What follows belongs to an exercise in optimizing a design on an open flow for small area; a production flow would make more cautious choices. In this exercise RTL edits were held to simulation tests only and were not proved equivalent to the original. The clock port is modelled as an ideal driver; clocking choices that lean on that would not hold on a real chip. No activity file was given, so power comes from the tool's default toggle rates.

==> flow/design.v (excerpt) <==
module kraken_tx (
    input  wire        clk,
    input  wire        rst,
    input  wire        reg_sel,
    input  wire        reg_we,
    input  wire [3:0]  reg_addr,
    input  wire [31:0] reg_wdata,
    output reg  [31:0] reg_rdata,
    output wire        reg_ready,
    output reg         sl_req,
    output reg         sl_val,
    input  wire        sl_ack,
    input  wire        sl_err,
    output wire        line_en,
    input  wire        cancel_i
);
    localparam [13:0] TMR_END = 14'h0c48;
    localparam [1:0] ST_IDLE = 2'd0, ST_EXPORT = 2'd1, ST_FRAME = 2'd2, ST_REPEAT = 2'd3;
    reg [4:0]  cw_len;
    reg [61:0] cw_sym;
    reg        e_done;
    reg [1:0]  e_err;
    reg        e_which;
    reg [7:0]  e_val;
    reg [1:0]  state;
    reg        exported;
    reg        line_lvl;
    reg        cancel_pend;
    reg        t_done;
    reg [3:0]  t_code;
    reg [15:0] pos_r;
    reg [4:0]  pos_i;
    reg [1:0]  pos_ph;
    reg        pos_sub;    
    reg [4:0]  t_len;
    reg [61:0] t_sym;
    reg [1:0]  t_proto;
    reg [15:0] t_rep;
    reg [13:0] tmr;
    reg [22:0] wrcnt;
    wire busy = (state != ST_IDLE);
    assign line_en = exported;
    wire       wr        = reg_sel & reg_we;
    wire       wr_cmd    = wr & (reg_addr == 4'd0);
    wire [3:0] op        = reg_wdata[3:0];
    wire       is_tx     = (op[3:1] == 3'b001);
    assign reg_ready     = ~(wr_cmd & is_tx & busy);
    wire       do_enc    = wr_cmd & (op == 4'h1);
    wire       do_tx     = wr_cmd & is_tx & ~busy;
    wire       do_cancel = (wr_cmd & (op == 4'h4)) | cancel_i;
    wire       cancel_now = cancel_pend | do_cancel;
    wire [3:0] cmd_proto = reg_wdata[11:8];
    wire       proto_ok  = (cmd_proto[3:2] == 2'd0) && (cmd_proto[1:0] != 2'd0);
    wire [1:0]  enc_err;
    wire        enc_which;
    wire [7:0]  enc_val;
    wire [4:0]  enc_len;
  ...
For scale: roughly 920 cells after synthesis, about 240 flip-flops, roughly 79 I/O pins, roughly 9900 um2 of cells after synthesis.
Settings: LEC_CHECK=0, CAP_MARGIN=20, CORE_MARGIN=2, CORE_UTILIZATION=75, CTS_BUF_LIST=sky130_fd_sc_hd__clkbuf_8, CTS_CLUSTER_DIAMETER=60, CTS_CLUSTER_SIZE=16, SLEW_MARGIN=20; clock period 10.0 ns.
standard.sh (not shown) runs the stock make flow with config.mk's settings and CLKGATE_MAP_FILE= SYNTH_SCRIPT=/design/flow/synth_recipe.tcl, a recipe that flattens the netlist after the stock synthesis.
==> flow/flow/run.sh <==
#!/bin/bash
# Standard ORFS layout with these changes in how it is built:
#  - synthesis is the standard flow's script with ABC's mapping script replaced by flow/area.abc
#    (area-oriented; registers are mapped before ABC runs, so they stay the same);
#  - the port buffers that buffer_ports inserts are the smallest buffer cell;
#  - clock tree synthesis uses clkbuf_8 buffers, sink clusters of 16 and no dummy loads;
#  - after clock tree synthesis, cells on paths with slack to spare are downsized;
#  - after synthesis, the largest buffer cells are not used.
set -euo pipefail
here=$(pwd)
{ head -n 1 synth_recipe.tcl; cat flow/abc_override.tcl; tail -n +2 synth_recipe.tcl; } > my_synth.tcl
sed "s#SYNTH_SCRIPT=[^ ]*synth_recipe.tcl#SYNTH_SCRIPT=$here/my_synth.tcl#" standard.sh > my_standard.sh
grep -q "SYNTH_SCRIPT=$here/my_synth.tcl" my_standard.sh
export MY_ABC_SCRIPT="$here/flow/area.abc"
export BUFFER_PORTS_ARGS="-buffer_cell sky130_fd_sc_hd__buf_1"
export CTS_ARGS="-sink_clustering_enable -repair_clock_nets -dont_use_dummy_load -buf_list sky130_fd_sc_hd__clkbuf_8 -sink_clustering_size 16 -sink_clustering_max_diameter 60"
export POST_CTS_TCL="$here/flow/post_cts.tcl"
bash my_standard.sh synth > synth_flow.log 2>&1
# after synthesis, leave the largest buffers to the clock tree's own list: slew repair
# then builds its trees from smaller buffers
export DONT_USE_CELLS="sky130_fd_sc_hd__buf_8 sky130_fd_sc_hd__buf_12 sky130_fd_sc_hd__buf_16 sky130_fd_sc_hd__bufbuf_8 sky130_fd_sc_hd__bufbuf_16 sky130_fd_sc_hd__clkbuf_16"
bash my_standard.sh > standard_flow.log 2>&1
==> flow/flow/abc_override.tcl <==
# Map the combinational logic with flow/area.abc (an area-oriented ABC script)
# instead of ORFS's speed script; flip-flops are mapped before this step and
# are left as the standard synthesis makes them.
proc abc {args} {
  set i [lsearch -exact $args -script]
  if { $i >= 0 } { lset args [expr {$i + 1}] $::env(MY_ABC_SCRIPT) }
  yosys abc {*}$args
}
==> flow/flow/area.abc <==
strash
ifraig
scorr
dc2
strash
&get -n
&deepsyn -J 100
&dch -f
&nf -R 1000 -p
&put
topo
==> flow/flow/post_cts.tcl <==
# Downsize cells on paths that keep positive slack, then legalize again.
repair_timing -recover_power 100 -verbose
detailed_placement
check_placement -verbose
Edit:
--- a/flow/flow/run.sh
+++ b/flow/flow/run.sh
@@ -8 +8 @@
-#  - after synthesis, the largest buffer cells are not used.
+#  - the steps after synthesis also mark the largest buffer cells dont-use.
@@ -19,2 +19,2 @@
-# after synthesis, leave the largest buffers to the clock tree's own list: slew repair
-# then builds its trees from smaller buffers
+# the steps after synthesis also mark the largest buffers dont-use, so that slew repair
+# prefers smaller buffers
What happened: Count of clock-buffer cells in the layout is unchanged. Maximum frequency stays the same. Total power stays the same. Final area does not change. Clock power barely changes. Wire length stays the same. Synthesized area is unchanged. Critical path depth is unchanged. Synthesized cell count stays the same. Worst setup slack is unchanged. Die area does not change.

* * *

Another version of the RTL of kraken_tx (not shown whole).
For scale: about 900 cells after synthesis, about 240 flip-flops, about 79 I/O pins, roughly 9900 sq um of cells after synthesis.
==> flow/config.mk <==
export PLATFORM = sky130hd
export DESIGN_NAME = kraken_tx
export DESIGN_NICKNAME = kraken_tx
export VERILOG_FILES = /design/flow/design.v
export SDC_FILE = /design/flow/constraint.sdc
export NUM_CORES = 4
export LEC_CHECK = 0
export CAP_MARGIN = 20
export CORE_MARGIN = 2
export CORE_UTILIZATION = 75
export CTS_BUF_LIST = sky130_fd_sc_hd__clkbuf_4
export CTS_CLUSTER_DIAMETER = 50
export CTS_CLUSTER_SIZE = 10
export SLEW_MARGIN = 20
==> flow/constraint.sdc <==
create_clock -name core_clock -period 10.0 [get_ports {clk}]
set_input_delay 2.0000 -clock core_clock [delete_from_list [all_inputs] [get_ports {clk}]]
set_output_delay 2.0000 -clock core_clock [all_outputs]
set_load 0.01 [all_outputs]
==> flow/flow/run.sh <==
#!/bin/bash
# Standard ORFS layout with these changes in how it is built:
#  - synthesis is the standard flow's script with ABC's mapping script replaced by flow/area.abc
#    (area-oriented; registers are mapped before ABC runs, so they stay the same);
#  - the port buffers that buffer_ports inserts are the smallest buffer cell;
#  - clock tree synthesis uses clkbuf_4 buffers, sink clusters of 10 and no dummy loads;
#  - after clock tree synthesis, cells on paths with slack to spare are downsized;
#  - the steps after synthesis also mark the largest buffer cells dont-use.
set -euo pipefail
here=$(pwd)
{ head -n 1 synth_recipe.tcl; cat flow/abc_override.tcl; tail -n +2 synth_recipe.tcl; } > my_synth.tcl
sed "s#SYNTH_SCRIPT=[^ ]*synth_recipe.tcl#SYNTH_SCRIPT=$here/my_synth.tcl#" standard.sh > my_standard.sh
grep -q "SYNTH_SCRIPT=$here/my_synth.tcl" my_standard.sh
export MY_ABC_SCRIPT="$here/flow/area.abc"
export BUFFER_PORTS_ARGS="-buffer_cell sky130_fd_sc_hd__buf_1"
export CTS_ARGS="-sink_clustering_enable -repair_clock_nets -dont_use_dummy_load -buf_list sky130_fd_sc_hd__clkbuf_4 -sink_clustering_size 10 -sink_clustering_max_diameter 50"
export POST_CTS_TCL="$here/flow/post_cts.tcl"
bash my_standard.sh synth > synth_flow.log 2>&1
# the steps after synthesis also mark the largest buffers dont-use, so that slew repair
# prefers smaller buffers
export DONT_USE_CELLS="sky130_fd_sc_hd__buf_8 sky130_fd_sc_hd__buf_12 sky130_fd_sc_hd__buf_16 sky130_fd_sc_hd__bufbuf_8 sky130_fd_sc_hd__bufbuf_16 sky130_fd_sc_hd__clkbuf_16"
bash my_standard.sh > standard_flow.log 2>&1
Scripts as last shown in full above: flow/flow/abc_override.tcl, flow/flow/area.abc, flow/flow/post_cts.tcl
The baseline went through all stages and came out clean.
==> next run, changes <==
--- a/flow/flow/run.sh
+++ b/flow/flow/run.sh
@@ -4,5 +4,5 @@
 #    (area-oriented; registers are mapped before ABC runs, so they stay the same);
 #  - the port buffers that buffer_ports inserts are the smallest buffer cell;
-#  - clock tree synthesis uses clkbuf_4 buffers, sink clusters of 10 and no dummy loads;
+#  - clock tree synthesis uses clkbuf_8 buffers, sink clusters of 16 and no dummy loads;
 #  - after clock tree synthesis, cells on paths with slack to spare are downsized;
 #  - the steps after synthesis also mark the largest buffer cells dont-use.
@@ -14,5 +14,5 @@
 export MY_ABC_SCRIPT="$here/flow/area.abc"
 export BUFFER_PORTS_ARGS="-buffer_cell sky130_fd_sc_hd__buf_1"
-export CTS_ARGS="-sink_clustering_enable -repair_clock_nets -dont_use_dummy_load -buf_list sky130_fd_sc_hd__clkbuf_4 -sink_clustering_size 10 -sink_clustering_max_diameter 50"
+export CTS_ARGS="-sink_clustering_enable -repair_clock_nets -dont_use_dummy_load -buf_list sky130_fd_sc_hd__clkbuf_8 -sink_clustering_size 16 -sink_clustering_max_diameter 60"
 export POST_CTS_TCL="$here/flow/post_cts.tcl"
 bash my_standard.sh synth > synth_flow.log 2>&1
Settings changed: CTS_BUF_LIST sky130_fd_sc_hd__clkbuf_4 to sky130_fd_sc_hd__clkbuf_8, CTS_CLUSTER_DIAMETER 50 to 60, CTS_CLUSTER_SIZE 10 to 16.
Final cell count goes down by 0.75%.
Maximum frequency goes down by 2.4%.
Global-route usage goes down by 0.26 points.
Synthesized cell count is unchanged.
Clock-buffer cell count goes down by 9.
Synthesized area stays the same.
Via count goes down by 0.91%.

## afterwards: timing with drivers on the ports
The flow's constraints put no driver on any port. The routed layouts listed below were extracted and timed again, unchanged, in two steps.
Step 1, drivers: a clkbuf_16 drives clk and a buf_2 each remaining input, both assumed.
Step 2 adds t to the input delays and takes it off the output delays; t is the mean of the earliest and latest rising clock arrival at the registers after step 1. Input paths then give back, and output paths get back, about the clock's delay inside the block.
Slacks: ideal / step 1 / step 2; pairs: ideal / step 1.
run	t, ns	slack for setup (ns)	worst hold slack (ns)
the first run of note 1	0.552	2.418 / 2.438 / 1.887	0.452 / 0.452 / 0.452
the second run of note 1	0.552	2.418 / 2.438 / 1.887	0.452 / 0.452 / 0.452
the first run of note 2	0.697	2.567 / 2.580 / 1.883	0.457 / 0.457 / 0.457
the second run of note 2	0.542	2.382 / 2.395 / 1.854	0.456 / 0.456 / 0.456
After both steps setup and hold are still met in every run listed. For the first run of note 2, which loses most, drivers alone change the setup slack by +0.013 ns; drivers and shift together by -0.684 ns.
